From an optimization exercise on the open Yosys and OpenROAD flow, aimed at small area and a short achievable clock period; shortcuts taken in it are not production practice. Only simulation tests tie the RTL to the original design; equivalence was not proved. No activity file was given, so power comes from the tool's default toggle rates.

==> flow/design.v <==
module vps_aoi222 (
    input  wire a1, a2, b1, b2, c1, c2,
    output wire y
);
    assign y = ~((a1 & a2) | (b1 & b2) | (c1 & c2));
endmodule
module vps_hold (
    input  wire s, sn, d, q,
    output wire y
);
    assign y = (s & d) | (sn & q);
endmodule
module vps_mux8 (
    input  wire       s,
    input  wire [7:0] a, b,
    output wire [7:0] y
);
    assign y = s ? a : b;
endmodule
module vps_dec4n (
    input  wire [3:0]  a,
    output wire [15:0] y
);
    genvar i;
    generate
        for (i = 0; i < 16; i = i + 1) begin : g
            assign y[i] = ~(a == i);
        end
    endgenerate
endmodule
module vps_sel16 (
    input  wire        s,
    input  wire [15:0] a, b,
    output wire [15:0] y
);
    assign y = s ? a : b;
endmodule
module vps_wval (
    input  wire       ld, byp,
    input  wire [7:0] p0, p1, wd, r,
    output wire [7:0] y
);
    assign y = ld ? (byp ? wd : (p0 | p1)) : r;
endmodule
module vps_wen (
    input  wire lo, hi, lo_n, hi_n,
    output wire we, wen
);
    assign we  = ~(lo_n | hi_n);
    assign wen = ~(lo & hi);
endmodule
module vps_dmwe (
    input  wire st, stall_en, m_ld,
    output wire y
);
    assign y = st & ~(stall_en & m_ld);
endmodule
module vps_engine (
    input  wire        clk,
    input  wire        rst,         
    input  wire        fwd_en,
    input  wire        flush_en,
    input  wire        stall_en,
    output wire [11:0] imem_addr,
    input  wire [17:0] imem_data,
    output wire        rf_we,
    output wire [3:0]  rf_waddr,
    output wire [7:0]  rf_wdata,
    output wire        dm_we,
    output wire [7:0]  dm_addr,
    output wire [7:0]  dm_wdata,
    output wire        flag_z,
    output wire        flag_c,
    output wire        fault
);
    reg [11:0] f_pc;
    reg [17:0] d_ir;
    reg [11:0] d_rel;      
    reg [5:0]  e_opc;
    reg [3:0]  e_ra;
    reg [3:0]  e_rb;
    reg [11:0] e_tgt;      
    reg [7:0]  e_opa;      
    reg [7:0]  e_opb;      
    reg        e_hita;     
    reg        e_hitb;     
    reg        e_fault;    
    reg [7:0]  m_res;      
    reg [7:0]  m_rd0;      
    reg [7:0]  m_rd1;
    reg        m_byp;      
    reg        w_val;      
    reg [7:0]  w_addr;
    reg [7:0]  w_data;
    reg        m_z, m_c;
    reg [3:0]  m_rd;
    reg        m_rwe;
    reg        m_ld;
    reg [8*16-1:0]  regs;
    reg [8*256-1:0] dmem;
    genvar k;
    wire [5:0] opc = e_opc;
    wire stall = stall_en & m_ld;
    wire op_add = (opc == 6'd3)  | (opc == 6'd4);
    wire op_sub = (opc == 6'd5)  | (opc == 6'd6);
    wire op_and = (opc == 6'd7)  | (opc == 6'd8);
    wire op_or  = (opc == 6'd9)  | (opc == 6'd10);
    wire op_xor = (opc == 6'd11) | (opc == 6'd12);
    wire op_shl = (opc == 6'd13) | (opc == 6'd14);
    wire op_sar = (opc == 6'd15) | (opc == 6'd16);
    wire op_ld  = (opc == 6'd17) | (opc == 6'd18);
    wire op_st  = (opc == 6'd19) | (opc == 6'd20);
    wire op_rwe = (opc != 6'd0) & (opc <= 6'd18);
    wire op_fwe = (opc >= 6'd3) & (opc <= 6'd12);
    wire op_br  = (opc >= 6'd21) & (opc <= 6'd26);
    wire cond_z  = (opc == 6'd22) | (opc == 6'd25);
    wire cond_nz = (opc == 6'd23) | (opc == 6'd26);
    assign fault = e_fault;
    wire [7:0] e_a = (fwd_en & e_hita) ? m_res : e_opa;
    wire [7:0] e_b = (fwd_en & e_hitb) ? m_res : e_opb;
    wire [8:0] sum  = {1'b0, e_a} + {1'b0, e_b};
    wire [8:0] diff = {1'b0, e_a} - {1'b0, e_b};
    wire       big  = |e_b[7:3];
    wire [7:0] shl_res = big ? 8'd0 : (e_a << e_b[2:0]);
    wire signed [7:0] a_s = e_a;
    wire [7:0] sar_sh  = a_s >>> e_b[2:0];
    wire [7:0] sar_res = big ? {8{e_a[7]}} : sar_sh;
    reg [7:0] e_res;
    always @(*) begin
        case (1'b1)
            op_add: e_res = sum[7:0];
            op_sub: e_res = diff[7:0];
            op_and: e_res = e_a & e_b;
            op_or:  e_res = e_a | e_b;
            op_xor: e_res = e_a ^ e_b;
            op_shl: e_res = shl_res;
            op_sar: e_res = sar_res;
            default: e_res = e_b;    
        endcase
    end
    wire e_c = op_add ? sum[8] : (op_sub ? diff[8] : 1'b0);
    wire [7:0] axb = e_a ^ e_b;
    wire z_add = (axb == {e_a[6:0] | e_b[6:0], 1'b0});
    wire z_eq  = (axb == 8'd0);
    wire z_and = ((e_a & e_b) == 8'd0);
    wire z_or  = ((e_a | e_b) == 8'd0);
    wire e_z = op_add ? z_add : (op_and ? z_and : (op_or ? z_or : z_eq));
    wire taken = ~stall & op_br & ~(cond_z & ~m_z) & ~(cond_nz & m_z);
    wire flush = taken & flush_en;
    wire [255:0] dsel;
    wire [7:0]   e_rd0, e_rd1;    
    generate
        wire [15:0] lo_f, lo_n, hi_f, hi_n, lo, hi;    
        wire [7:0]  bf = e_hitb ? m_res : e_opb;       
        vps_dec4n u_dlf (.a(bf[3:0]), .y(lo_f));
        vps_dec4n u_dln (.a(e_opb[3:0]), .y(lo_n));
        vps_dec4n u_dhf (.a(bf[7:4]), .y(hi_f));
        vps_dec4n u_dhn (.a(e_opb[7:4]), .y(hi_n));
        vps_sel16 u_slo (.s(fwd_en), .a(lo_f), .b(lo_n), .y(lo));
        vps_sel16 u_shi (.s(fwd_en), .a(hi_f), .b(hi_n), .y(hi));
        for (k = 0; k < 256; k = k + 1) begin : g_dsel
            assign dsel[k] = ~(lo[k % 16] | hi[k / 16]);
        end
        for (k = 0; k < 8; k = k + 1) begin : g_rd
            wire [85:0] y;
            genvar j;
            for (j = 0; j < 85; j = j + 1) begin : g_w
                vps_aoi222 u_aoi (
                    .a1(dsel[3*j]),   .a2(dmem[8*(3*j) + k]),
                    .b1(dsel[3*j+1]), .b2(dmem[8*(3*j+1) + k]),
                    .c1(dsel[3*j+2]), .c2(dmem[8*(3*j+2) + k]),
                    .y(y[j])
                );
            end
            assign y[85] = ~(dsel[255] & dmem[8*255 + k]);
            assign e_rd0[k] = ~&y[42:0];
            assign e_rd1[k] = ~&y[85:43];
        end
    endgenerate
    assign imem_addr = f_pc;
    assign rf_we     = m_rwe;
    assign rf_waddr  = m_rd;
    vps_wval u_ow (.ld(m_ld), .byp(m_byp), .p0(m_rd0), .p1(m_rd1), .wd(w_data), .r(m_res), .y(rf_wdata));
    vps_dmwe u_owe (.st(op_st), .stall_en(stall_en), .m_ld(m_ld), .y(dm_we));
    wire [7:0] oa_f, ob_f;
    vps_mux8 u_oa1 (.s(e_hitb), .a(m_res), .b(e_opb), .y(oa_f));
    vps_mux8 u_oa2 (.s(fwd_en), .a(oa_f),  .b(e_opb), .y(dm_addr));
    vps_mux8 u_ob1 (.s(e_hita), .a(m_res), .b(e_opa), .y(ob_f));
    vps_mux8 u_ob2 (.s(fwd_en), .a(ob_f),  .b(e_opa), .y(dm_wdata));
    assign flag_z    = m_z;
    assign flag_c    = m_c;
    wire [7:0] m_wval;
    vps_wval u_w (.ld(m_ld), .byp(m_byp), .p0(m_rd0), .p1(m_rd1), .wd(w_data), .r(m_res), .y(m_wval));
    wire       e_we = ~stall & op_st;
    wire [7:0] rf_d = rst ? 8'd0 : m_wval;
    wire [7:0] dm_d = rst ? 8'd0 : w_data;
    wire [15:0] wlo, whi;
    generate
        for (k = 0; k < 16; k = k + 1) begin : g_wpre
            assign wlo[k] = rst | (w_val & (w_addr[3:0] == k));
            assign whi[k] = rst | (w_addr[7:4] == k);
        end
    endgenerate
    generate
        for (k = 0; k < 16; k = k + 1) begin : g_reg
            wire we  = rst | (m_rwe & (m_rd == k));
            wire wen = ~we;
            wire [7:0] nxt;
            genvar b;
            for (b = 0; b < 8; b = b + 1) begin : g_b
                vps_hold u_h (.s(we), .sn(wen), .d(rf_d[b]), .q(regs[8*k + b]), .y(nxt[b]));
            end
            always @(posedge clk)
                regs[8*k +: 8] <= nxt;
        end
        for (k = 0; k < 256; k = k + 1) begin : g_dmem
            wire we, wen;
            vps_wen u_we (.lo(wlo[k % 16]), .hi(whi[k / 16]),
                          .lo_n(~wlo[k % 16]), .hi_n(~whi[k / 16]),
                          .we(we), .wen(wen));
            wire [7:0] nxt;
            genvar b;
            for (b = 0; b < 8; b = b + 1) begin : g_b
                vps_hold u_h (.s(we), .sn(wen), .d(dm_d[b]), .q(dmem[8*k + b]), .y(nxt[b]));
            end
            always @(posedge clk)
                dmem[8*k +: 8] <= nxt;
        end
    endgenerate
    wire [5:0] d_opc = d_ir[17:12];
    wire [3:0] d_ra  = d_ir[11:8];
    wire [3:0] d_rb  = d_ir[7:4];
    wire       d_bimm = ~d_opc[0];
    wire [15:0] rsa, rsb;
    wire [7:0]  rda, rdb;
    generate
        for (k = 0; k < 16; k = k + 1) begin : g_rsel
            assign rsa[k] = (d_ra == k);
            assign rsb[k] = (d_rb == k);
        end
        for (k = 0; k < 8; k = k + 1) begin : g_rrd
            wire [5:0] ya, yb;
            genvar j;
            for (j = 0; j < 5; j = j + 1) begin : g_w
                vps_aoi222 u_a (
                    .a1(rsa[3*j]),   .a2(regs[8*(3*j) + k]),
                    .b1(rsa[3*j+1]), .b2(regs[8*(3*j+1) + k]),
                    .c1(rsa[3*j+2]), .c2(regs[8*(3*j+2) + k]),
                    .y(ya[j])
                );
                vps_aoi222 u_b (
                    .a1(rsb[3*j]),   .a2(regs[8*(3*j) + k]),
                    .b1(rsb[3*j+1]), .b2(regs[8*(3*j+1) + k]),
                    .c1(rsb[3*j+2]), .c2(regs[8*(3*j+2) + k]),
                    .y(yb[j])
                );
            end
            assign ya[5] = ~(rsa[15] & regs[8*15 + k]);
            assign yb[5] = ~(rsb[15] & regs[8*15 + k]);
            assign rda[k] = ~&ya;
            assign rdb[k] = ~&yb;
        end
    endgenerate
    wire [7:0] rf_ra = (m_rwe & (m_rd == d_ra)) ? m_wval : rda;
    wire [7:0] rf_rb = (m_rwe & (m_rd == d_rb)) ? m_wval : rdb;
    wire [7:0] hold_a = (m_rwe & (m_rd == e_ra)) ? m_wval : e_opa;
    wire [7:0] hold_b = (m_rwe & (m_rd == e_rb) & opc[0]) ? m_wval : e_opb;
    wire e_wr = op_rwe & ~op_ld;
    always @(posedge clk) begin
        if (rst) begin
            f_pc <= 12'd0;
            d_ir <= 18'd0; d_rel <= 12'd0;
            e_opc <= 6'd0; e_ra <= 4'd0; e_rb <= 4'd0; e_tgt <= 12'd0;
            e_opa <= 8'd0; e_opb <= 8'd0; e_hita <= 1'b0; e_hitb <= 1'b0; e_fault <= 1'b0;
            m_res <= 8'd0; m_rd0 <= 8'd0; m_rd1 <= 8'd0; m_byp <= 1'b0;
            w_val <= 1'b0; w_addr <= 8'd0; w_data <= 8'd0; m_z <= 1'b0; m_c <= 1'b0; m_rd <= 4'd0;
            m_rwe <= 1'b0; m_ld <= 1'b0;
        end else begin
            m_res <= e_res;
            m_rd0 <= e_rd0;
            m_rd1 <= e_rd1;
            m_byp <= w_val & (w_addr == e_b);
            w_val <= e_we;
            if (e_we) begin
                w_addr <= e_b;
                w_data <= e_a;
            end
            m_rd  <= e_ra;
            m_rwe <= ~stall & op_rwe;
            m_ld  <= ~stall & op_ld;
            if (~stall & op_fwe) begin
                m_z <= e_z;
                m_c <= e_c;
            end
            if (stall) begin
                e_opa  <= hold_a;
                e_opb  <= hold_b;
                e_hita <= 1'b0;
                e_hitb <= 1'b0;
            end else begin
                e_opa  <= rf_ra;
                e_opb  <= d_bimm ? d_ir[7:0] : rf_rb;
                e_hita <= e_wr & (e_ra == d_ra);
                e_hitb <= e_wr & (e_ra == d_rb) & ~d_bimm;
                if (flush) begin
                    e_opc <= 6'd0;
                    e_fault <= 1'b0;
                    d_ir  <= 18'd0;
                end else begin
                    e_opc <= d_opc;
                    e_fault <= (d_opc >= 6'd27);
                    d_ir  <= imem_data;
                end
                e_ra  <= d_ra;
                e_rb  <= d_rb;
                e_tgt <= (d_opc >= 6'd24) ? d_rel : d_ir[11:0];
                d_rel <= f_pc + imem_data[11:0];
                f_pc  <= taken ? e_tgt : (f_pc + 12'd1);
            end
        end
    end
endmodule
==> flow/run.sh <==
#!/bin/bash
# synth_recipe.tcl (not shown) runs the flow's synth.tcl, then flattens the netlist and writes it again
# the make line also repeats each setting of config.mk as NAME=value (left out here)
make -C /OpenROAD-flow-scripts/flow DESIGN_CONFIG=/design/flow/config.mk WORK_HOME=/design/flow/orfs CLKGATE_MAP_FILE= SYNTH_SCRIPT=/design/flow/synth_recipe.tcl finish
==> flow/config.mk <==
export PLATFORM = sky130hd
export DESIGN_NAME = vps_engine
export DESIGN_NICKNAME = vps_engine
export VERILOG_FILES = /design/flow/design.v
export SDC_FILE = /design/flow/constraint.sdc
export NUM_CORES = 4
export LEC_CHECK = 0
export CAP_MARGIN = 20
export CORE_MARGIN = 2
export CORE_UTILIZATION = 40
export CTS_BUF_LIST = sky130_fd_sc_hd__clkbuf_16
export CTS_CLUSTER_DIAMETER = 100
export CTS_CLUSTER_SIZE = 25
export SETUP_SLACK_MARGIN = 4.8
export SLEW_MARGIN = 20
export SYNTH_HIERARCHICAL = 1
export TNS_END_PERCENT = 10
==> flow/constraint.sdc <==
create_clock -name core_clock -period 9.0 [get_ports {clk}]
set_input_delay 1.8000 -clock core_clock [delete_from_list [all_inputs] [get_ports {clk}]]
set_output_delay 1.8000 -clock core_clock [all_outputs]
set_load 0.01 [all_outputs]
==> impl_metrics.py, run 1 <==
metrics = {
    "status": {
        "status": "no timing/DRC/antenna violations",
    },
    "synth": {
        "yosys.area_share.simple": 0.08730,
        "synth-compound-area-share": 0.3370,
        "synth_mux_area_frac": 0.01773,
        "synthAdderAreaFrac": 0.006025,
        "synth-xor-area-share": 0.004843,
        "synth_edf_count": 0,
        "synth_cell_types": 94,
        "dominantRegCellSynth": "dfxtp_1",
        "synth_cells": 7707,
        "syn_area_per_cell_um2": 11.26,
        "synth_area_um2": 86800,
        "ys_seq_area_frac": 0.5335,
        "synth_top_family_by_area": "compound AO/OA/AOI/OAI gates",
        "synth_warnings": 7,
        "ys_seq_elements": 2313,
        "synthArstFlopShare": 0,
        "syn_nets": 7770,
    },
    "route": {
        "num_vias": 76810,
        "dr.pass1.iters": 13,
        "remaining_drc_errors": 0,
        "post_drt_wl_per_cell_um": 33.04,
        "ant_nets": 0,
        "wirelength_um": 354200,
        "vias_per_cell": 7.165,
        "drt_iter0_drc": 14290,
    },
    "critical_path": {
        "cp_max_fo": 18,
        "crit_path_end_kind": "flip-flop",
        "worst-path-buf-inv": 4,
        "crit_required_ns": 9.66,
        "critical_path_class": "input pin to flip-flop",
        "regToRegSetupSlack_ns": 4.69,
        "crit_chain": "buf_16 > buf_12 > buf_4 > buf_16 > mux2_2 > nor2_1 > a222oi_1 > nand4_1 > nor4_1 > a31oi_1",
        "cp_num_cells": 10,
        "cp_top_family": "simple AND/OR/NAND/NOR gates",
        "rr_endpoint": "m_rd0[3]$_SDFF_PP0_",
        "crit_slowest_cell": "a222oi_1",
        "start_kind": "input pin",
        "arrival_ns": 5.16,
        "cp_common_cell": "buf_16",
        "r2r-start": "m_res[4]$_SDFF_PP0_",
        "cp_slowest_stage_delay_ns": 0.67,
        "rr_worst_depth": 8,
    },
    "pwr": {
        "leakagePower_nw": 35.38,
        "p_per_area_nw_per_um2": 183.0,
        "vdd_drop_max_mv": 0.1558,
    },
    "floorplanning": {
        "core_um2": 215300,
        "fp.dieH_um": 469.8,
        "initial_core_util": 0.4032,
        "pin_count": 68,
        "die-area_um2": 220700,
        "dieWidth_um": 469.8,
        "rows": 170,
    },
    "clocking": {
        "clkLatencyLatePin_ns": 0.81,
        "htree_levels": 3,
        "clock-sinks": 2313,
        "numCtsBuffers": 107,
        "cts_root_buf": "clkbuf_16",
        "hold_buffers": 0,
        "clockBufferDepth": 3,
        "cts_tree": "yes",
        "path_clk_slew_ns": 0.10,
    },
    "sta": {
        "maxSlewViolCount": 0,
        "rsz0062_at_grt": "yes",
        "period_needed_ns": 4.501,
        "fin_ws_ns": 4.499,
        "whs_ns": 0.4587,
        "tns_ns": 0,
        "max_freq_ghz": 0.2222,
        "hold_viol_final": 0,
        "max_slew_margin": 0.2165,
        "fin_crit_sh": 0.5001,
        "setup_viol": 0,
        "fin_skew_ns": 0.03440,
        "tightest_slew_ns": 1.165,
    },
    "global_routing": {
        "global_route.usage.total": 0.3021,
        "grt_pass1_wl_um": 506900,
        "grt_use_met1": 0.4138,
        "met3_usage": 0.06402,
        "grt_busiest_layer": "met2",
        "use_met2": 0.4503,
        "gr-total-overflow": 0,
        "grt_start_max_net_pins": 143,
        "grt_antenna_before_repair": 14,
        "grt_pass1_vias": 70760,
    },
    "placement": {
        "place.port_buffers": 67,
        "place_congestion": 0.9850,
        "post_dp_cell_area_um2": 91310,
        "detailed_place_hpwl_um": 222700,
        "dpl_worst_slack_ns": 2.645,
    },
    "layout": {
        "num-nets-final": 7915,
        "multi_input_area_um2": 39980,
        "area_growth_pct": 9.906,
        "post-route-util": 0.4432,
        "seqCellArea_um2": 46320,
        "fill_cells": 19870,
        "drive_gt1_frac": 0.06541,
        "stdcell_area_um2": 95400,
    },
    "min_path": {
        "hold_start": "d_rel[0]$_SDFFE_PP0N_",
        "whs_endpoint": "d_rel[0]$_SDFFE_PP0N_",
        "hold_depth": 2,
        "min_path_type": "flip-flop to flip-flop",
    },
    "run": {
        "drv_cap": 0,
    },
}
[flip-flops by register name (all words and copies together), names as in the netlist, 4 cells and up]
signal	count
e_opc	6
regs	128
e_opa	8
e_tgt	12
w_data	8
d_ir	18
w_addr	8
e_rb	4
m_rd	4
m_rd0	8
m_rd1	8
dmem	2048
e_ra	4
e_opb	8
f_pc	12
m_res	8
d_rel	12
[worst reg2reg max path: stages, from the launching register on]
cell,delay [ns]
dfxtp_1,0.76
mux2_2,0.56
or4_4,0.22
mux2_2,0.51
nor2_1,0.27
a222oi_1,0.67
nand4_1,0.39
nor4_1,0.64
a31oi_1,0.15
[cells in the final DEF (no fill, tap or decap), types with 17 or more instances in the layout]
cell type | Yosys | routed
a222oi_1 | 760 | 760
nand3_1 | 69 | 69
nand2_1 | 405 | 388
buf_4 | 2 | 120
a21oi_1 | 96 | 95
nand2_2 | 0 | 17
ha_1 | 37 | 37
clkbuf_16 | 0 | 108
inv_1 | 78 | 66
nand4_1 | 173 | 173
xor2_1 | 19 | 19
nor3_1 | 35 | 26
or3_1 | 24 | 24
nand4bb_1 | 25 | 25
nand2b_1 | 27 | 27
o21ai_0 | 50 | 50
nor2b_1 | 51 | 37
mux2_4 | 52 | 47
a31oi_1 | 31 | 30
nand4b_1 | 17 | 17
nor2_1 | 651 | 641
a22o_1 | 2176 | 2176
buf_6 | 14 | 19
a22oi_1 | 27 | 27
xnor2_1 | 29 | 29
and3_1 | 23 | 23
dfxtp_1 | 2313 | 2305
a211oi_1 | 44 | 44
mux2i_1 | 46 | 45
nor4_1 | 40 | 19
buf_12 | 3 | 24
clkdlybuf4s50_1 | 0 | 45
[layer usage]
metal | up-vias | wire, µm
met4 | 8 | 20550
met3 | 1017 | 40680
met2 | 5274 | 149400
met5 | - | 91
met1 | 38080 | 143400
li1 | 32430 | -
[Yosys stat by module (local to each module, per instance)]
module | flops+latches | cells | area [µm²] | copies in the design
vps_wen | 0 | 2 | 7.507 | 256
vps_wval | 0 | 34 | 239.0 | 2
vps_dec4n | 0 | 20 | 186.4 | 4
vps_dmwe | 0 | 1 | 11.26 | 1
vps_hold | 0 | 1 | 8.758 | 2176
vps_aoi222 | 0 | 1 | 10.01 | 760
vps_sel16 | 0 | 18 | 249.0 | 2
vps_engine | 2313 | 4038 | 55950 | 1
vps_mux8 | 0 | 9 | 131.4 | 4
[final cells by class]
cell class,instances,share of cell area
Clock buffer,107,0.02807
Sequential cell,2313,0.4855
Tap cell,2838,0.03722
Timing Repair Buffer,223,0.02346
Inverter,81,0.003541
Antenna cell,9,0.0002361
Clock inverter,23,0.002872
Multi-Input combinational cell,5126,0.4191
[worst max-delay path by stage]
stage | from | end | slack (ns)
after floorplan | rst | dmem[0]$_DFF_P_ | 3.88
after global placement | fwd_en | m_rd1[1]$_SDFF_PP0_ | 2.65
after detailed placement | fwd_en | m_res[6]$_SDFF_PP0_ | 2.64
after CTS | rst | dmem[461]$_DFF_P_ | 4.49
after global routing | fwd_en | m_res[6]$_SDFF_PP0_ | 4.59
final | fwd_en | m_rd0[3]$_SDFF_PP0_ | 4.50
[what timing repair did]
| item | in CTS | in global routing |
|---|---|---|
| gates cloned | 1 | 1 |
| pin swaps | 3 | 14 |
| resized for setup | 158 | 44 |
| endpoints found under the hold margin | 0 | 0 |
| endpoints found under the setup margin | 692 | 1170 |
| buffers inserted | 11 | 32 |
[Yosys cell counts (all sizes together), types with 44 or more instances]
library cell  number  area (µm²)
o21ai             51       255.2
mux2              70       983.4
nor2b             51       319.1
a211oi            44       330.3
mux2i             48       488.0
clkbuf           144       540.5
nor2             652        2450
a222oi           760        7607
nand3             69       345.3
a22o            2176       19060
inv               80       305.3
nand4            173        1082
dfxtp           2313       46300
a21oi            100       515.5
nand2            406        1531
[cell families after synthesis]
family / count (synthesis)
xor gates and xnor gates: 48
buffers and inverters: 268
muxes: 121
AOI/OAI and AO/OA: 3316
DFF: 2313
and+or+nand+nor: 1601
adders and majority gates: 40
[per-stage QoR]
step / cells / total power [W]
2_1_floorplan: 7707 / 0.01143
3_3_place_gp: 10530 / 0.01196
3_5_place_dp: 10540 / 0.01198
4_1_cts: 10680 / 0.01745
5_1_grt: 10710 / 0.01794
6_report: 10720 / 0.01746
[power breakdown]
part	leakage, nW	internal (W)	switching (W)
Sequential	18.7	0.0104	0.000142
Combinational	15.3	0.000352	0.000977
Clock	1.45	0.00221	0.00341
Total	35.4	0.0129	0.00453
==> inputs of run 2 (changes only) <==
--- a/flow/config.mk
+++ b/flow/config.mk
@@ -11,7 +11,7 @@
 export CTS_BUF_LIST = sky130_fd_sc_hd__clkbuf_16
 export CTS_CLUSTER_DIAMETER = 100
 export CTS_CLUSTER_SIZE = 25
-export SETUP_SLACK_MARGIN = 4.8
+export SETUP_SLACK_MARGIN = 5.0
 export SLEW_MARGIN = 20
 export SYNTH_HIERARCHICAL = 1
-export TNS_END_PERCENT = 10
+export TNS_END_PERCENT = 20
==> impl_metrics.py, run 2 <==
metrics = {
    "layout": {
        "num-nets-final": 7891,
        "final_cell_mix": "dfxtp_1 (2291), a22o_1 (2176), a222oi_1 (760)",
        "top_register": "dmem",
        "largest_register_ffs": 2048,
        "fill_cells": 19890,
        "top_regs": "dmem (2048), regs (128), d_ir (18)",
        "fin_cells": 10700,
        "seqCellArea_um2": 46340,
        "multi_input_area_um2": 40120,
        "drive_gt1_frac": 0.06748,
        "area_growth_pct": 9.883,
        "layout_commonest_cell": "dfxtp_1",
    },
    "placement": {
        "detailed_place_hpwl_um": 213900,
        "place_congestion": 0.9687,
        "place.port_buffers": 67,
        "placedCellCount": 10530,
    },
    "min_path": {
        "min_path_type": "flip-flop to flip-flop",
    },
    "critical_path": {
        "cp_max_fo": 8,
        "start_kind": "input pin",
        "critical_path_class": "input pin to output port",
        "crit_required_ns": 7.20,
        "crit_path_end_kind": "output port",
        "arrival_ns": 2.42,
    },
    "synth": {
        "synth_cell_types": 94,
        "synthTopCellsByCount": "dfxtp_1 (2313), a22o_1 (2176), a222oi_1 (760), nor2_1 (651), nand2_1 (405)",
        "dominantRegCellSynth": "dfxtp_1",
        "synth_top_family_by_area": "compound AO/OA/AOI/OAI gates",
        "syn_area_per_cell_um2": 11.26,
        "synth_cells": 7707,
        "synthArstFlopShare": 0,
        "synth_warnings": 7,
        "synth-compound-area-share": 0.3370,
        "synth-xor-area-share": 0.004843,
        "yosys.area_share.simple": 0.08730,
        "synth_mux_area_frac": 0.01773,
        "yosys.area.top_type": "dfxtp_1",
        "synth.area.top_cells": "dfxtp_1 (53%), a22o_1 (22%), a222oi_1 (8.8%)",
        "synth_top_area_frac": 0.5335,
        "syn_nets": 7770,
        "synth_area_um2": 86800,
        "ys_seq_elements": 2313,
        "yosysMostFrequentCell": "dfxtp_1",
        "ys_seq_area_frac": 0.5335,
        "synthAdderAreaFrac": 0.006025,
        "synth_edf_count": 0,
    },
    "floorplanning": {
        "core_um2": 215300,
        "dieWidth_um": 469.8,
        "fp.dieH_um": 469.8,
        "initial_core_util": 0.4032,
        "pin_count": 68,
        "die-area_um2": 220700,
        "rows": 170,
    },
    "sta": {
        "max_slew_margin": 0.2151,
        "tightest_slew_ns": 1.176,
        "period_needed_ns": 4.221,
        "setup_viol": 0,
        "max_freq_ghz": 0.2369,
        "tns_ns": 0,
        "fin_crit_sh": 0.4690,
        "hold_viol_final": 0,
        "maxSlewViolCount": 0,
        "fin_skew_ns": 0.03448,
        "rsz0062_at_grt": "yes",
    },
    "route": {
        "vias_per_cell": 7.103,
        "wirelength_um": 341700,
        "dr.pass1.iters": 14,
        "num_vias": 76000,
        "post_drt_wl_per_cell_um": 31.94,
        "ant_nets": 0,
        "drt_iter0_drc": 13750,
        "remaining_drc_errors": 0,
    },
    "global_routing": {
        "gr-total-overflow": 0,
        "grt_antenna_before_repair": 11,
        "grt_start_max_net_pins": 158,
        "global_route.usage.total": 0.2920,
        "grt_pass1_wl_um": 493500,
        "grt_pass1_vias": 70510,
    },
    "clocking": {
        "clock-sinks": 2313,
        "path_clk_slew_ns": 0.10,
        "cts_tree": "yes",
        "numCtsBuffers": 106,
        "clockBufferDepth": 3,
        "clkLatencyLatePin_ns": 0.83,
        "htree_levels": 3,
        "cts_root_buf": "clkbuf_16",
    },
    "run": {
        "drv_cap": 0,
    },
    "pwr": {
        "vdd_drop_max_mv": 0.1643,
        "leakagePower_nw": 35.35,
        "p_per_area_nw_per_um2": 183.4,
    },
    "status": {
        "status": "no timing/DRC/antenna violations",
    },
}
[run 2: changes by cell type in the layout (fill, tap and decap cells not counted), sizes merged]
| cell | delta |
|---|---|
| clkinv | +6 |
| clkdlybuf4s15 | +2 |
| clkbuf | +1 |
| bufinv | +1 |
| diode | -2 |
| dlygate4sd2 | +4 |
| buf | -24 |
| inv | -6 |
| clkinvlp | +1 |
| clkdlybuf4s50 | -6 |
| bufbuf | +2 |
[run 2: logic make-up (layout without fill, tap and decap cells)]
logic type               count (synthesis)  in the layout
AO/OA/AOI/OAI                         3316           3316
XOR/XNOR                                48             48
adder cells (fa/ha/maj)                 40             40
buffers and inverters                  268            415
flip-flops                            2313           2313
multiplexers                           121            121
other                                    0              7
AND/OR/NAND/NOR                       1601           1601
[run 2: area by class of cell]
| cell class | count | share of cell area |
|---|---|---|
| Multi-Input combinational cell | 5126 | 0.4206 |
| Clock buffer | 109 | 0.02860 |
| Inverter | 81 | 0.003634 |
| Tap cell | 2838 | 0.03723 |
| Clock inverter | 25 | 0.002899 |
| Antenna cell | 7 | 0.0001837 |
| Timing Repair Buffer | 200 | 0.02098 |
| Sequential cell | 2313 | 0.4859 |
[run 2: timing repair]
item | 4_1_cts | 5_1_grt
gates cloned | 3 | 0
setup buffers | 7 | 14
pin swaps | 5 | 8
hold buffers | 0 | 0
endpoints found under the hold margin | 0 | 0
setup endpoints to repair | 1365 | 772
gates resized for setup | 232 | 42
[run 2: power by group]
| part | switching [W] | internal (W) | total, W |
|---|---|---|---|
| Combinational | 0.000962 | 0.000351 | 0.00131 |
| Sequential | 0.000147 | 0.0104 | 0.0105 |
| Clock | 0.00340 | 0.00226 | 0.00566 |
[run 2: worst max-delay path, stage by stage]
cell and delay (ns):
buf_16 0.13, mux2_4 0.35, buf_6 0.13
[run 2: metal layers]
layer	up-vias	routed length, µm	GRT usage
met5	-	94	0
met4	9	18170	0.1411
met1	37600	140500	0.4035
li1	32370	-	-
met3	859	39830	0.06564
met2	5162	143100	0.4288
[run 2: final timing paths]
| kind | start | to | slack [ns] | depth (start not counted) |
|---|---|---|---|---|
| worst max-delay path | fwd_en | dm_wdata[3] | 4.78 | 3 |
| worst min-delay path | d_rel[5]$_SDFFE_PP0N_ | d_rel[5]$_SDFFE_PP0N_ | 0.45 | 2 |
| worst max register to register | e_opb[3]$_SDFFE_PP0P_ | m_rd0[5]$_SDFF_PP0_ | 4.98 | 10 |
| worst min register to register | d_rel[5]$_SDFFE_PP0N_ | d_rel[5]$_SDFFE_PP0N_ | 0.45 | 2 |
[run 2: per-module statistics from Yosys (local to each module, per instance), excerpt]
module,flops+latches,area [µm²],copies in the design
vps_wval,0,239.0,2
vps_dec4n,0,186.4,4
vps_dmwe,0,11.26,1
vps_aoi222,0,10.01,760
vps_hold,0,8.758,2176
vps_wen,0,7.507,256
[run 2: stage by stage]
stage / power, W / worst slack, ns / util / hold WS, ns / instance area [µm²]
3_3_place_gp: 0.01195 / 2.570 / 0.4235 / 0.4416 / 91170
4_1_cts: 0.01748 / 4.785 / 0.4413 / 0.4588 / 95000
2_1_floorplan: 0.01143 / 3.878 / - / 0.4312 / 86880
6_report: 0.01749 / 4.779 / 0.4431 / 0.4544 / 95380
3_5_place_dp: 0.01197 / 2.874 / 0.4241 / 0.4440 / 91280
5_1_grt: 0.01797 / 4.782 / 0.4430 / 0.4810 / 95360
==> inputs of run 3 (changes only) <==
--- a/flow/config.mk
+++ b/flow/config.mk
@@ -7,7 +7,7 @@
 export LEC_CHECK = 0
 export CAP_MARGIN = 20
 export CORE_MARGIN = 2
-export CORE_UTILIZATION = 40
+export CORE_UTILIZATION = 55
 export CTS_BUF_LIST = sky130_fd_sc_hd__clkbuf_16
 export CTS_CLUSTER_DIAMETER = 100
 export CTS_CLUSTER_SIZE = 25
==> impl_metrics.py, run 3 <==
metrics = {
    "global_routing": {
        "grt_antenna_before_repair": 10,
        "grt_pass1_vias": 68850,
        "grt_pass1_wl_um": 473800,
        "met3_usage": 0.09046,
        "grt_start_max_net_pins": 157,
        "global_route.usage.total": 0.3842,
        "use_met2": 0.5491,
        "grt_use_met1": 0.5426,
        "grt_busiest_layer": "met2",
        "gr-total-overflow": 0,
    },
    "synth": {
        "synth_warnings": 7,
        "yosys.area.top_type": "dfxtp_1",
        "syn_area_per_cell_um2": 11.26,
        "synth_cells": 7707,
        "ys_seq_area_frac": 0.5335,
        "ys_seq_elements": 2313,
        "syn_nets": 7770,
        "synth_area_um2": 86800,
        "synthTopCellsByCount": "dfxtp_1 (2313), a22o_1 (2176), a222oi_1 (760), nor2_1 (651), nand2_1 (405)",
        "synthArstFlopShare": 0,
        "dominantRegCellSynth": "dfxtp_1",
        "yosysMostFrequentCell": "dfxtp_1",
        "synth_top_area_frac": 0.5335,
        "synth_edf_count": 0,
        "synth_cell_types": 94,
        "synth.area.top_cells": "dfxtp_1 (53%), a22o_1 (22%), a222oi_1 (8.8%)",
    },
    "layout": {
        "seqCellArea_um2": 46350,
        "area_growth_pct": 8.277,
        "num-nets-final": 7896,
        "drive_gt1_frac": 0.06374,
        "multi_input_area_um2": 39840,
        "stdcell_area_um2": 93980,
        "top_register": "dmem",
        "final_cell_mix": "dfxtp_1 (2287), a22o_1 (2176), a222oi_1 (760)",
        "layout_commonest_cell": "dfxtp_1",
        "top_regs": "dmem (2048), regs (128), d_ir (18)",
        "fin_cells": 9918,
        "fill_cells": 12970,
        "largest_register_ffs": 2048,
    },
    "status": {
        "status": "no timing/DRC/antenna violations",
    },
    "route": {
        "vias_per_cell": 7.645,
        "num_vias": 75830,
        "wirelength_um": 327300,
        "remaining_drc_errors": 0,
        "ant_nets": 0,
        "dr.pass1.iters": 15,
        "post_drt_wl_per_cell_um": 33.00,
        "drt_iter0_drc": 13190,
    },
    "sta": {
        "fin_ws_ns": 4.533,
        "tightest_slew_ns": 1.255,
        "fin_skew_ns": 0.03742,
        "setup_viol": 0,
        "fin_crit_sh": 0.4963,
        "hold_viol_final": 0,
        "max_slew_margin": 0.1633,
        "max_freq_ghz": 0.2239,
        "tns_ns": 0,
        "maxSlewViolCount": 0,
        "period_needed_ns": 4.467,
        "rsz0062_at_grt": "yes",
    },
    "critical_path": {
        "cp_common_cell": "buf_16",
        "critical_path_class": "input pin to output port",
        "crit_chain": "buf_16 > buf_16 > buf_8 > mux2_4 > buf_6",
        "crit_slowest_cell": "mux2_4",
        "cp_max_fo": 6,
        "worst-path-buf-inv": 4,
        "start_kind": "input pin",
        "crit_path_end_kind": "output port",
        "cp_slowest_stage_delay_ns": 0.33,
        "crit_required_ns": 7.20,
        "cp_top_family": "buffers and inverters",
        "arrival_ns": 2.67,
    },
    "min_path": {
        "min_path_type": "flip-flop to flip-flop",
    },
    "clocking": {
        "numCtsBuffers": 104,
        "clockBufferDepth": 3,
        "path_clk_slew_ns": 0.10,
        "htree_levels": 3,
        "cts_root_buf": "clkbuf_16",
        "clkLatencyLatePin_ns": 0.79,
        "hold_buffers": 0,
        "cts_tree": "yes",
        "clock-sinks": 2313,
    },
    "pwr": {
        "p_per_area_nw_per_um2": 184.2,
        "leakagePower_nw": 35.05,
        "vdd_drop_max_mv": 0.2018,
    },
    "placement": {
        "detailed_place_hpwl_um": 201900,
        "placedCellCount": 9744,
        "post_dp_cell_area_um2": 90150,
        "dpl_worst_slack_ns": 2.633,
        "place_congestion": 1.006,
        "place.port_buffers": 67,
    },
    "floorplanning": {
        "core_um2": 156400,
        "pin_count": 68,
        "rows": 145,
        "fp.dieH_um": 401.3,
        "dieWidth_um": 401.3,
        "die-area_um2": 161000,
        "initial_core_util": 0.5550,
    },
    "run": {
        "drv_cap": 0,
    },
}
run 3: layout make-up:
class | count | area share
clock buffer | 107 | 0.02849
timing repair buffer | 205 | 0.02126
inverter | 81 | 0.003541
tap | 2058 | 0.02740
antenna | 16 | 0.0004260
sequential | 2313 | 0.4931
multi-input combinational | 5128 | 0.4239
clock inverter | 10 | 0.001824
run 3: where the power goes:
group | switching, W | internal (W)
Sequential | 0.000154 | 0.0104
Combinational | 0.000957 | 0.000353
Clock | 0.00330 | 0.00218
Total | 0.00441 | 0.0129
run 3: through the flow:
| stage | hold slack [ns] | util | total power, W |
|---|---|---|---|
| finish | 0.4576 | 0.6010 | 0.01731 |
| global route | 0.4734 | 0.6007 | 0.01777 |
| CTS | 0.4576 | 0.5991 | 0.01729 |
| detailed placement | 0.4434 | 0.5764 | 0.01197 |
| global placement | 0.4385 | 0.5764 | 0.01195 |
| floorplan | 0.4312 | - | 0.01143 |
run 3: logic make-up (layout without fill, tap and decap cells):
kind of cell,Yosys count,in the layout,share of synthesized area
xor+xnor,48,48,0.004843
mux,121,121,0.01773
simple gates,1601,1603,0.08730
compound gates,3316,3316,0.3370
buf+inv,268,403,0.01368
fa+ha+maj,40,40,0.006025
flops,2313,2313,0.5335
other cells,0,16,0
run 3: final timing paths:
kind	startpoint	to	slack, ns	cells past startpoint
hold reg to reg	d_rel[7]$_SDFFE_PP0N_	d_rel[7]$_SDFFE_PP0N_	0.46	2
setup reg to reg	e_hitb$_SDFF_PP0_	m_rd1[5]$_SDFF_PP0_	4.82	9
hold / removal	d_rel[7]$_SDFFE_PP0N_	d_rel[7]$_SDFFE_PP0N_	0.46	2
setup / recovery	fwd_en	dm_addr[7]	4.53	5
run 3: per-module statistics from Yosys (local to each module, per instance):
module      copies in the design  area, µm²
vps_dec4n                      4      186.4
vps_wen                      256      7.507
vps_sel16                      2      249.0
vps_engine                     1      55950
vps_mux8                       4      131.4
vps_hold                    2176      8.758
vps_dmwe                       1      11.26
vps_wval                       2      239.0
vps_aoi222                   760      10.01
run 3: what timing repair did:
| item | 4_1_cts | 5_1_grt |
|---|---|---|
| setup endpoints to repair | 885 | 568 |
| pin swaps | 1 | 10 |
| resized for setup | 204 | 22 |
| setup buffers | 17 | 19 |
| gates cloned | 3 | 2 |
run 3: worst min-delay path, stage by stage (launching register included):
cell and delay (ns):
dfxtp_1 0.32, nand2_1 0.05, a21oi_1 0.05
run 3: metal layers:
layer | vias to the layer above | part of all wire
met5 | - | 0.00028
met4 | 12 | 0.054
met3 | 934 | 0.12
met2 | 5150 | 0.42
met1 | 37340 | 0.41
li1 | 32400 | -
==> inputs of run 4 (changes only) <==
--- a/flow/design.v
+++ b/flow/design.v
@@ -10,6 +10,13 @@
 );
     assign y = (s & d) | (sn & q);
 endmodule
+module vps_mux8i (
+    input  wire       s,
+    input  wire [7:0] a, b,
+    output wire [7:0] y
+);
+    assign y = ~(s ? a : b);
+endmodule
 module vps_mux8 (
     input  wire       s,
     input  wire [7:0] a, b,
@@ -184,26 +191,28 @@
     vps_dmwe u_owe (.st(op_st), .stall_en(stall_en), .m_ld(m_ld), .y(dm_we));
     wire [7:0] oa_f, ob_f;
     vps_mux8 u_oa1 (.s(e_hitb), .a(m_res), .b(e_opb), .y(oa_f));
-    vps_mux8 u_oa2 (.s(fwd_en), .a(oa_f),  .b(e_opb), .y(dm_addr));
+    vps_mux8i u_oa2 (.s(fwd_en), .a(~oa_f), .b(~e_opb), .y(dm_addr));
     vps_mux8 u_ob1 (.s(e_hita), .a(m_res), .b(e_opa), .y(ob_f));
-    vps_mux8 u_ob2 (.s(fwd_en), .a(ob_f),  .b(e_opa), .y(dm_wdata));
+    vps_mux8i u_ob2 (.s(fwd_en), .a(~ob_f), .b(~e_opa), .y(dm_wdata));
     assign flag_z    = m_z;
     assign flag_c    = m_c;
     wire [7:0] m_wval;
     vps_wval u_w (.ld(m_ld), .byp(m_byp), .p0(m_rd0), .p1(m_rd1), .wd(w_data), .r(m_res), .y(m_wval));
     wire       e_we = ~stall & op_st;
-    wire [7:0] rf_d = rst ? 8'd0 : m_wval;
-    wire [7:0] dm_d = rst ? 8'd0 : w_data;
+    reg        rst_q;
+    always @(posedge clk) rst_q <= rst;
+    wire [7:0] rf_d = m_wval;
+    wire [7:0] dm_d = w_data;
     wire [15:0] wlo, whi;
     generate
         for (k = 0; k < 16; k = k + 1) begin : g_wpre
-            assign wlo[k] = rst | (w_val & (w_addr[3:0] == k));
-            assign whi[k] = rst | (w_addr[7:4] == k);
+            assign wlo[k] = rst_q | (w_val & (w_addr[3:0] == k));
+            assign whi[k] = rst_q | (w_addr[7:4] == k);
         end
     endgenerate
     generate
         for (k = 0; k < 16; k = k + 1) begin : g_reg
-            wire we  = rst | (m_rwe & (m_rd == k));
+            wire we  = rst_q | (m_rwe & (m_rd == k));
             wire wen = ~we;
             wire [7:0] nxt;
             genvar b;
--- a/flow/config.mk
+++ b/flow/config.mk
@@ -7,7 +7,7 @@
 export LEC_CHECK = 0
 export CAP_MARGIN = 20
 export CORE_MARGIN = 2
-export CORE_UTILIZATION = 55
+export CORE_UTILIZATION = 40
 export CTS_BUF_LIST = sky130_fd_sc_hd__clkbuf_16
 export CTS_CLUSTER_DIAMETER = 100
 export CTS_CLUSTER_SIZE = 25
==> impl_metrics.py, run 4 <==
metrics = {
    "clocking": {
        "cts_tree": "yes",
        "clockBufferDepth": 3,
        "hold_buffers": 0,
        "clkLatencyLatePin_ns": 0.80,
        "path_clk_slew_ns": 0.10,
        "cts_root_buf": "clkbuf_16",
        "clock-sinks": 2314,
        "htree_levels": 3,
        "numCtsBuffers": 105,
    },
    "critical_path": {
        "crit_required_ns": 9.65,
        "start_kind": "input pin",
        "worst-path-buf-inv": 2,
        "crit_chain": "buf_16 > buf_8 > mux2_8 > nor2_1 > a222oi_1 > nand4_1 > nor4_4 > a31oi_1",
        "crit_slowest_cell": "a222oi_1",
        "critical_path_class": "input pin to flip-flop",
        "arrival_ns": 5.01,
        "cp_max_fo": 25,
        "cp_slowest_stage_delay_ns": 0.75,
        "cp_top_family": "simple AND/OR/NAND/NOR gates",
        "crit_path_end_kind": "flip-flop",
    },
    "sta": {
        "hold_viol_final": 0,
        "rsz0062_at_grt": "yes",
        "fin_skew_ns": 0.03561,
        "maxSlewViolCount": 0,
        "setup_viol": 0,
        "max_freq_ghz": 0.2292,
        "fin_crit_sh": 0.4848,
        "max_slew_margin": 0.1634,
        "tns_ns": 0,
        "tightest_slew_ns": 1.255,
        "period_needed_ns": 4.363,
    },
    "synth": {
        "synthArstFlopShare": 0,
        "synth_cells": 7665,
        "synth.area.top_cells": "dfxtp_1 (53%), a22o_1 (22%), a222oi_1 (8.8%)",
        "syn_area_per_cell_um2": 11.31,
        "syn_nets": 7728,
        "ys_seq_elements": 2314,
        "synth_edf_count": 0,
        "synth_top_area_frac": 0.5344,
        "yosysMostFrequentCell": "dfxtp_1",
        "synth_area_um2": 86680,
        "yosys.area.top_type": "dfxtp_1",
        "ys_seq_area_frac": 0.5344,
        "synth_cell_types": 88,
        "dominantRegCellSynth": "dfxtp_1",
        "synthTopCellsByCount": "dfxtp_1 (2314), a22o_1 (2201), a222oi_1 (761), nor2_1 (643), nand2_1 (360)",
        "synth_warnings": 7,
    },
    "layout": {
        "post-route-util": 0.4425,
        "layout_commonest_cell": "dfxtp_1",
        "final_cell_mix": "dfxtp_1 (2286), a22o_1 (2201), a222oi_1 (761)",
        "largest_register_ffs": 2048,
        "num-nets-final": 7883,
        "top_register": "dmem",
        "fill_cells": 19770,
        "area_growth_pct": 9.781,
        "drive_gt1_frac": 0.06388,
        "top_regs": "dmem (2048), regs (128), d_ir (18)",
    },
    "route": {
        "ant_nets": 0,
        "vias_per_cell": 7.169,
        "post_drt_wl_per_cell_um": 33.11,
        "drt_iter0_drc": 13810,
        "num_vias": 76650,
        "wirelength_um": 354000,
        "remaining_drc_errors": 0,
        "dr.pass1.iters": 11,
    },
    "pwr": {
        "p_sw_w": 0.004620,
        "leakagePower_nw": 35.27,
        "power.share.switching": 0.2605,
        "combPwrFrac": 0.084,
        "power_w": 0.01774,
        "p_per_area_nw_per_um2": 186.4,
        "p_seq_frac": 0.602,
        "vdd_drop_max_mv": 0.1526,
        "pwr-share-clk": 0.313,
        "intPower_w": 0.01312,
    },
    "floorplanning": {
        "dieWidth_um": 469.5,
        "core_um2": 215000,
        "initial_core_util": 0.4031,
        "fp.dieH_um": 469.5,
        "pin_count": 68,
        "rows": 170,
        "die-area_um2": 220400,
    },
    "global_routing": {
        "grt_pass1_vias": 70570,
        "grt_antenna_before_repair": 16,
        "grt_pass1_wl_um": 503800,
        "grt_start_max_net_pins": 152,
        "gr-total-overflow": 0,
        "global_route.usage.total": 0.3010,
    },
    "placement": {
        "detailed_place_hpwl_um": 218800,
        "place_congestion": 0.9923,
        "place.port_buffers": 67,
    },
    "min_path": {
        "min_path_type": "flip-flop to flip-flop",
    },
    "status": {
        "status": "no timing/DRC/antenna violations",
    },
    "run": {
        "drv_cap": 0,
    },
}
==> run 4: worst register-to-register path: cells and delay by family (launching register included) <==
kind / cells / cell delay [ns]
AO/OA/AOI/OAI: 3 / 1.14
buffers and inverters: 2 / 0.41
flip-flops: 1 / 0.61
multiplexers: 1 / 0.44
AND/OR/NAND/NOR: 4 / 1.43
==> run 4: final cells by class <==
class / instances / area [µm²] / share of cell area
Sequential cell: 2314 / 46390 / 0.4876
Multi-Input combinational cell: 5054 / 39690 / 0.4171
Tap cell: 2838 / 3551 / 0.03732
Clock buffer: 109 / 2728 / 0.02866
Timing Repair Buffer: 228 / 2155 / 0.02264
Inverter: 117 / 441.7 / 0.004642
Clock inverter: 21 / 166.4 / 0.001749
Antenna cell: 11 / 27.53 / 0.0002893
==> run 4: timing repair <==
action                                  in CTS  in global routing
resized for setup                          137                 60
setup buffers                               16                 27
endpoints found under the setup margin      52                 53
cloned                                       2                  1
pin swaps                                    6                 10
==> run 4: metal layers <==
metal	GRT usage	wire, µm
met3	0.06854	40590
met5	0	79
met1	0.4083	143500
met2	0.4435	149400
met4	0.1607	20400
==> run 4: logic make-up (layout without fill, tap and decap cells) <==
logic type                 count (synthesis)  count (layout)  share of synthesized area
adders and majority gates                 40              40                   0.006034
and+or+nand+nor                         1513            1513                    0.08306
xor gates and xnor gates                  47              47                   0.004749
DFF                                     2314            2314                     0.5344
AOI/OAI and AO/OA                       3330            3330                     0.3394
buffers and inverters                    298             475                    0.01481
other                                      0              11                          0
muxes                                    123             124                    0.01752
==> run 4: stage by stage <==
step	setup WS, ns	std cells	area (µm²)	hold WS [ns]
finish	4.637	10690	95160	0.4563
detailed placement	2.587	10510	91080	0.4443
global route	4.664	10680	95130	0.4733
global placement	2.390	10500	91030	0.4382
CTS	4.673	10650	94610	0.4577
floorplan	4.735	7665	86710	0.4312
==> run 4: final timing paths <==
kind / slack (ns) / from / to / cells after the start
max: 4.64 / fwd_en / m_rd0[6]$_SDFF_PP0_ / 8
min reg2reg: 0.46 / d_rel[9]$_SDFFE_PP0N_ / d_rel[9]$_SDFFE_PP0N_ / 2
max reg2reg: 4.83 / e_opb[1]$_SDFFE_PP0P_ / m_rd0[6]$_SDFF_PP0_ / 10
min: 0.46 / d_rel[9]$_SDFFE_PP0N_ / d_rel[9]$_SDFFE_PP0N_ / 2
==> run 4: power groups by stage <==
stage | registers (W) | logic [W] | clock network [W]
finish | 0.0107 | 0.00149 | 0.00556
detailed placement | 0.0109 | 0.00140 | 0
CTS | 0.0107 | 0.00142 | 0.00561
floorplan | 0.0108 | 0.000841 | 0
global placement | 0.0109 | 0.00137 | 0
global route | 0.0107 | 0.00155 | 0.00596
==> run 4: Yosys stat by module (local to each module, per instance) <==
module	times used	area, µm²	cells inside
vps_dec4n	4	186.4	20
vps_mux8	2	131.4	9
vps_dmwe	1	11.26	1
vps_hold	2176	8.758	1
vps_aoi222	760	10.01	1
vps_engine	1	55910	3996
vps_sel16	2	249.0	18
vps_wen	256	7.507	2
vps_wval	2	239.0	34
vps_mux8i	2	91.34	9
==> inputs of run 5 (changes only) <==
--- a/flow/config.mk
+++ b/flow/config.mk
@@ -14,4 +14,4 @@
 export SETUP_SLACK_MARGIN = 5.0
 export SLEW_MARGIN = 20
 export SYNTH_HIERARCHICAL = 1
-export TNS_END_PERCENT = 20
+export TNS_END_PERCENT = 50
==> impl_metrics.py, run 5 <==
metrics = {
    "pwr": {
        "p_per_area_nw_per_um2": 186.0,
        "vdd_drop_max_mv": 0.1515,
        "leakagePower_nw": 35.49,
    },
    "critical_path": {
        "crit_required_ns": 7.20,
        "arrival_ns": 2.54,
        "critical_path_class": "input pin to output port",
        "start_kind": "input pin",
        "crit_slowest_cell": "mux2i_4",
        "cp_max_fo": 8,
        "cp_slowest_stage_delay_ns": 0.41,
        "worst-path-buf-inv": 2,
        "crit_chain": "buf_16 > mux2i_4 > buf_6",
        "crit_path_end_kind": "output port",
        "cp_top_family": "multiplexers",
    },
    "synth": {
        "synth_edf_count": 0,
        "synth_top_area_frac": 0.5344,
        "synth_cells": 7665,
        "dominantRegCellSynth": "dfxtp_1",
        "syn_nets": 7728,
        "ys_seq_elements": 2314,
        "ys_seq_area_frac": 0.5344,
        "synth_cell_types": 88,
        "synthTopCellsByCount": "dfxtp_1 (2314), a22o_1 (2201), a222oi_1 (761), nor2_1 (643), nand2_1 (360)",
        "syn_area_per_cell_um2": 11.31,
        "synth_warnings": 7,
        "synth_area_um2": 86680,
        "synth.area.top_cells": "dfxtp_1 (53%), a22o_1 (22%), a222oi_1 (8.8%)",
        "synthArstFlopShare": 0,
        "yosysMostFrequentCell": "dfxtp_1",
        "yosys.area.top_type": "dfxtp_1",
    },
    "sta": {
        "tightest_slew_ns": 1.244,
        "period_needed_ns": 4.341,
        "hold_viol_final": 0,
        "max_slew_margin": 0.1707,
        "maxSlewViolCount": 0,
        "fin_skew_ns": 0.03805,
        "rsz0062_at_grt": "yes",
        "fin_ws_ns": 4.659,
        "tns_ns": 0,
        "max_freq_ghz": 0.2304,
        "whs_ns": 0.4554,
        "setup_viol": 0,
        "fin_crit_sh": 0.4823,
    },
    "clocking": {
        "cts_root_buf": "clkbuf_16",
        "clkLatencyLatePin_ns": 0.81,
        "cts_tree": "yes",
        "hold_buffers": 0,
        "clock-sinks": 2314,
        "clockBufferDepth": 3,
        "path_clk_slew_ns": 0.10,
        "numCtsBuffers": 105,
        "htree_levels": 3,
    },
    "route": {
        "wirelength_um": 354500,
        "ant_nets": 0,
        "num_vias": 76920,
        "vias_per_cell": 7.188,
        "post_drt_wl_per_cell_um": 33.13,
        "dr.pass1.iters": 17,
        "drt_iter0_drc": 13830,
        "remaining_drc_errors": 0,
    },
    "layout": {
        "fin_cells": 10700,
        "largest_register_ffs": 2048,
        "top_register": "dmem",
        "area_growth_pct": 10.02,
        "num-nets-final": 7892,
        "top_regs": "dmem (2048), regs (128), d_ir (18)",
        "layout_commonest_cell": "dfxtp_1",
        "final_cell_mix": "dfxtp_1 (2279), a22o_1 (2201), a222oi_1 (761)",
        "stdcell_area_um2": 95360,
        "drive_gt1_frac": 0.06648,
    },
    "placement": {
        "post_dp_cell_area_um2": 91080,
        "dpl_worst_slack_ns": 2.587,
        "place.port_buffers": 67,
        "placedCellCount": 10510,
        "detailed_place_hpwl_um": 218800,
        "place_congestion": 0.9923,
    },
    "floorplanning": {
        "core_um2": 215000,
        "initial_core_util": 0.4031,
        "dieWidth_um": 469.5,
        "fp.dieH_um": 469.5,
        "die-area_um2": 220400,
        "pin_count": 68,
        "rows": 170,
    },
    "global_routing": {
        "grt_start_max_net_pins": 152,
        "global_route.usage.total": 0.3011,
        "grt_antenna_before_repair": 15,
        "grt_pass1_vias": 70610,
        "gr-total-overflow": 0,
        "grt_pass1_wl_um": 504000,
    },
    "run": {
        "drv_cap": 0,
    },
    "status": {
        "status": "no timing/DRC/antenna violations",
    },
    "min_path": {
        "min_path_type": "flip-flop to flip-flop",
    },
}
-- run 5: cell counts after synthesis --
Identical to the previous run, type by type.
-- run 5: layout make-up --
| type | instances | area [µm²] |
|---|---|---|
| Antenna cell | 11 | 27.53 |
| Clock buffer | 109 | 2728 |
| Clock inverter | 21 | 166.4 |
| Fill cell | 19750 | 119700 |
| Inverter | 117 | 441.7 |
| Multi-Input combinational cell | 5053 | 39730 |
| Sequential cell | 2314 | 46410 |
| Tap cell | 2838 | 3551 |
| Timing Repair Buffer | 238 | 2315 |
-- run 5: kinds of logic (layout without fill, tap and decap cells) --
| kind of cell | after synthesis | in the layout | synth area share |
|---|---|---|---|
| AO/OA/AOI/OAI | 3330 | 3330 | 0.3394 |
| XOR/XNOR | 47 | 47 | 0.004749 |
| adder cells (fa/ha/maj) | 40 | 40 | 0.006034 |
| buffers and inverters | 298 | 485 | 0.01481 |
| flip-flops | 2314 | 2314 | 0.5344 |
| multiplexers | 123 | 123 | 0.01752 |
| other | 0 | 11 | 0 |
| AND/OR/NAND/NOR | 1513 | 1513 | 0.08306 |
-- run 5: through the flow --
step                      power (W)    util
after floorplan             0.01167       -
after global placement      0.01228  0.4233
after detailed placement    0.01231  0.4236
after CTS                   0.01770  0.4409
after global routing        0.01822  0.4433
final                       0.01773  0.4435
-- run 5: repair_timing --
action / CTS / global route
gates cloned: 2 / 0
pin swaps: 12 / 10
setup buffers: 18 / 35
gates resized for setup: 178 / 55
setup endpoints to repair: 52 / 53
-- run 5: Yosys stat by module, one instance, submodules excluded, excerpt --
module | cells | copies in the design | cell area [µm²] | flops+latches
vps_engine | 3996 | 1 | 55910 | 2314
vps_hold | 1 | 2176 | 8.758 | 0
vps_aoi222 | 1 | 760 | 10.01 | 0
vps_wen | 2 | 256 | 7.507 | 0
vps_mux8i | 9 | 2 | 91.34 | 0
vps_wval | 34 | 2 | 239.0 | 0
vps_dec4n | 20 | 4 | 186.4 | 0
vps_sel16 | 18 | 2 | 249.0 | 0
-- run 5: worst paths after layout --
kind	depth (start not counted)	end	from	slack, ns
max	3	dm_addr[4]	fwd_en	4.66
min	2	d_rel[9]$_SDFFE_PP0N_	d_rel[9]$_SDFFE_PP0N_	0.46
min reg2reg	2	d_rel[9]$_SDFFE_PP0N_	d_rel[9]$_SDFFE_PP0N_	0.46
max reg2reg	10	m_rd1[7]$_SDFF_PP0_	e_opb[0]$_SDFFE_PP0P_	4.89
-- run 5: power breakdown --
| group | leakage [nW] | total (W) | internal (W) | switching [W] |
|---|---|---|---|---|
| sequential | 18.7 | 0.0107 | 0.0105 | 0.000222 |
| combinational | 15.3 | 0.00149 | 0.000433 | 0.00106 |
| clock | 1.45 | 0.00556 | 0.00222 | 0.00334 |
-- run 5: routing by layer --
metal | GRT usage | routed length [µm] | vias to the layer above
met4 | 0.1635 | 20480 | 18
met1 | 0.4078 | 143900 | 38210
li1 | - | - | 32360
met5 | 0 | 123 | -
met2 | 0.4426 | 149300 | 5375
met3 | 0.06912 | 40660 | 956
-- run 5: tightest hold or removal path, delay by kind of cell (launching register included) --
kind / cells / cell delay [ns]
and+or+nand+nor: 1 / 0.05
DFF: 1 / 0.32
AOI/OAI and AO/OA: 1 / 0.05
==> inputs of run 6 (changes only) <==
--- a/flow/config.mk
+++ b/flow/config.mk
@@ -7,11 +7,11 @@
 export LEC_CHECK = 0
 export CAP_MARGIN = 20
 export CORE_MARGIN = 2
-export CORE_UTILIZATION = 40
+export CORE_UTILIZATION = 55
 export CTS_BUF_LIST = sky130_fd_sc_hd__clkbuf_16
 export CTS_CLUSTER_DIAMETER = 100
 export CTS_CLUSTER_SIZE = 25
 export SETUP_SLACK_MARGIN = 5.0
 export SLEW_MARGIN = 20
 export SYNTH_HIERARCHICAL = 1
-export TNS_END_PERCENT = 50
+export TNS_END_PERCENT = 20
==> impl_metrics.py, run 6 <==
metrics = {
    "sta": {
        "maxSlewViolCount": 0,
        "fin_skew_ns": 0.04318,
        "max_slew_margin": 0.1385,
        "rsz0062_at_grt": "yes",
        "setup_viol": 0,
        "whs_ns": 0.4590,
        "max_freq_ghz": 0.2338,
        "tightest_slew_ns": 1.290,
        "fin_crit_sh": 0.4752,
        "tns_ns": 0,
        "hold_viol_final": 0,
        "period_needed_ns": 4.277,
    },
    "status": {
        "status": "no timing/DRC/antenna violations",
    },
    "floorplanning": {
        "core_um2": 156400,
        "dieWidth_um": 401.0,
        "fp.dieH_um": 401.0,
        "initial_core_util": 0.5543,
        "pin_count": 68,
        "rows": 145,
        "die-area_um2": 160800,
    },
    "layout": {
        "drive_gt1_frac": 0.06270,
        "final_cell_mix": "dfxtp_1 (2284), a22o_1 (2201), a222oi_1 (761)",
        "area_growth_pct": 8.240,
        "top_register": "dmem",
        "largest_register_ffs": 2048,
        "stdcell_area_um2": 93820,
        "fill_cells": 12940,
        "post-route-util": 0.5999,
        "layout_commonest_cell": "dfxtp_1",
        "num-nets-final": 7868,
        "top_regs": "dmem (2048), regs (128), d_ir (18)",
    },
    "placement": {
        "detailed_place_hpwl_um": 212400,
        "place_congestion": 1.039,
        "post_dp_cell_area_um2": 90030,
        "place.port_buffers": 67,
    },
    "synth": {
        "syn_nets": 7728,
        "synth_area_um2": 86680,
        "synth_cells": 7665,
        "synthArstFlopShare": 0,
        "synth.area.top_cells": "dfxtp_1 (53%), a22o_1 (22%), a222oi_1 (8.8%)",
        "synthTopCellsByCount": "dfxtp_1 (2314), a22o_1 (2201), a222oi_1 (761), nor2_1 (643), nand2_1 (360)",
        "dominantRegCellSynth": "dfxtp_1",
        "synth_edf_count": 0,
        "ys_seq_elements": 2314,
        "synth_warnings": 7,
        "yosys.area.top_type": "dfxtp_1",
        "synth_top_area_frac": 0.5344,
        "syn_area_per_cell_um2": 11.31,
        "ys_seq_area_frac": 0.5344,
        "yosysMostFrequentCell": "dfxtp_1",
        "synth_cell_types": 88,
    },
    "route": {
        "remaining_drc_errors": 0,
        "wirelength_um": 343600,
        "drt_iter0_drc": 14470,
        "ant_nets": 0,
        "post_drt_wl_per_cell_um": 34.75,
        "dr.pass1.iters": 13,
        "vias_per_cell": 7.709,
        "num_vias": 76230,
    },
    "clocking": {
        "clkLatencyLatePin_ns": 0.79,
        "cts_root_buf": "clkbuf_16",
        "clockBufferDepth": 3,
        "clock-sinks": 2314,
        "htree_levels": 3,
        "cts_tree": "yes",
        "numCtsBuffers": 103,
        "path_clk_slew_ns": 0.11,
    },
    "min_path": {
        "min_path_type": "flip-flop to flip-flop",
        "hold_depth": 2,
    },
    "pwr": {
        "vdd_drop_max_mv": 0.1556,
        "p_per_area_nw_per_um2": 187.5,
        "leakagePower_nw": 35.07,
        "power_w": 0.01759,
    },
    "global_routing": {
        "grt_start_max_net_pins": 163,
        "grt_antenna_before_repair": 17,
        "global_route.usage.total": 0.4040,
        "grt_pass1_wl_um": 492300,
        "gr-total-overflow": 0,
        "grt_pass1_vias": 69400,
    },
    "run": {
        "drv_cap": 0,
    },
    "critical_path": {
        "cp_max_fo": 27,
        "rr_worst_depth": 9,
        "start_kind": "input pin",
        "crit_required_ns": 9.61,
        "critical_path_class": "input pin to flip-flop",
        "crit_path_end_kind": "flip-flop",
        "arrival_ns": 4.88,
    },
}
==> run 6: layout make-up <==
| cell class | count | area, µm² | share of cell area |
|---|---|---|---|
| Multi-Input combinational cell | 5053 | 39540 | 0.4214 |
| Sequential cell | 2314 | 46390 | 0.4945 |
| Tap cell | 2058 | 2575 | 0.02745 |
| Timing Repair Buffer | 216 | 2034 | 0.02168 |
| Inverter | 117 | 446.7 | 0.004761 |
| Clock buffer | 107 | 2678 | 0.02854 |
| Antenna cell | 16 | 40.04 | 0.0004268 |
| Clock inverter | 8 | 115.1 | 0.001227 |
==> run 6: cells by family after synthesis <==
| family | synth area share |
|---|---|
| AND/OR/NAND/NOR | 0.08306 |
| flip-flops | 0.5344 |
| AO/OA/AOI/OAI | 0.3394 |
| multiplexers | 0.01752 |
| buffers and inverters | 0.01481 |
| XOR/XNOR | 0.004749 |
| adder cells (fa/ha/maj) | 0.006034 |
==> run 6: worst paths after layout <==
check | to | startpoint | slack (ns)
setup / recovery | m_rd1[6]$_SDFF_PP0_ | fwd_en | 4.72
hold / removal | e_rb[3]$_SDFFE_PP0N_ | e_rb[3]$_SDFFE_PP0N_ | 0.46
setup reg to reg | m_rd0[0]$_SDFF_PP0_ | e_opb[6]$_SDFFE_PP0P_ | 4.80
hold reg to reg | e_rb[3]$_SDFFE_PP0N_ | e_rb[3]$_SDFFE_PP0N_ | 0.46
==> run 6: critical path: stages <==
cell and delay, ns:
bufbuf_16 0.31, mux2_2 0.24, buf_4 0.45, nor2_1 0.26, a222oi_1 0.51, nand4_1 0.38, nor4_1 0.72, a31oi_1 0.17
==> run 6: modules after synthesis, one instance, submodules excluded, a selection <==
module	cell area, µm²	cells inside
vps_aoi222	10.01	1
vps_mux8i	91.34	9
vps_wen	7.507	2
vps_sel16	249.0	18
vps_dmwe	11.26	1
vps_dec4n	186.4	20
vps_engine	55910	3996
vps_mux8	131.4	9
==> run 6: power by group <==
| group | switching [W] | internal, W |
|---|---|---|
| Clock | 0.00330 | 0.00215 |
| Sequential | 0.000223 | 0.0105 |
| Combinational | 0.00103 | 0.000422 |
| Total | 0.00455 | 0.0130 |
==> run 6: per-layer routing <==
metal  part of all wire  up-vias  global-route usage  wire, µm
li1                   -    32240                   -         -
met1               0.40    37480              0.5616    138300
met2               0.42     5516              0.5896    143100
met3               0.12      989             0.09695     42420
met4              0.057       16              0.1923     19720
met5            0.00030        -                   0       103
==> run 6: stage by stage <==
stage	setup slack, ns	cells
finish	4.723	9889
global route	4.779	9873
CTS	4.775	9845
detailed placement	2.804	9715
global placement	2.839	9715
floorplan	4.735	7665
==> run 6: timing repair <==
item                                    in CTS  in global routing
hold buffers                                 0                  0
endpoints found under the setup margin     130                 49
hold endpoints to repair                     0                  0
resized for setup                          171                 26
pin swaps                                    4                  4
cloned                                       2                  1
buffers inserted                            13                 27

static timing again, ports no longer ideal:
Ports are ideal in the flow. The routed layouts listed here were re-timed in OpenROAD.
Step 1 sets driving cells, clkbuf_16 on the clock port and buf_2 on the other inputs (assumed; they add their load-dependent delay and slew).
Step 2 times the ports against the registers' clock, not the clock port: input delays grow and output delays shrink by t, the midpoint of the rising clock arrivals with the driver on.
Three values: ideal ports, drivers, drivers and shift; two values: the first two.
| run | shift t [ns] | setup slack, ns | clock arrival spread, ns | pins driven straight from the clock port |
|---|---|---|---|---|
| run 1 | 0.882 | 4.499 / 4.438 / 3.556 | 0.043 / 0.042 | 1 |
| run 2 | 0.892 | 4.779 / 4.477 / 3.796 | 0.046 / 0.046 | 1 |
| run 3 | 0.860 | 4.533 / 4.350 / 3.817 | 0.042 / 0.042 | 1 |
| run 4 | 0.869 | 4.637 / 4.397 / 3.608 | 0.046 / 0.046 | 1 |
| run 5 | 0.869 | 4.659 / 4.409 / 3.768 | 0.050 / 0.049 | 1 |
| run 6 | 0.847 | 4.723 / 4.518 / 3.672 | 0.045 / 0.045 | 1 |
After both steps every run listed still meets setup and hold. For run 6, which loses most, drivers alone change the setup slack by -0.205 ns; drivers and shift together by -1.051 ns.
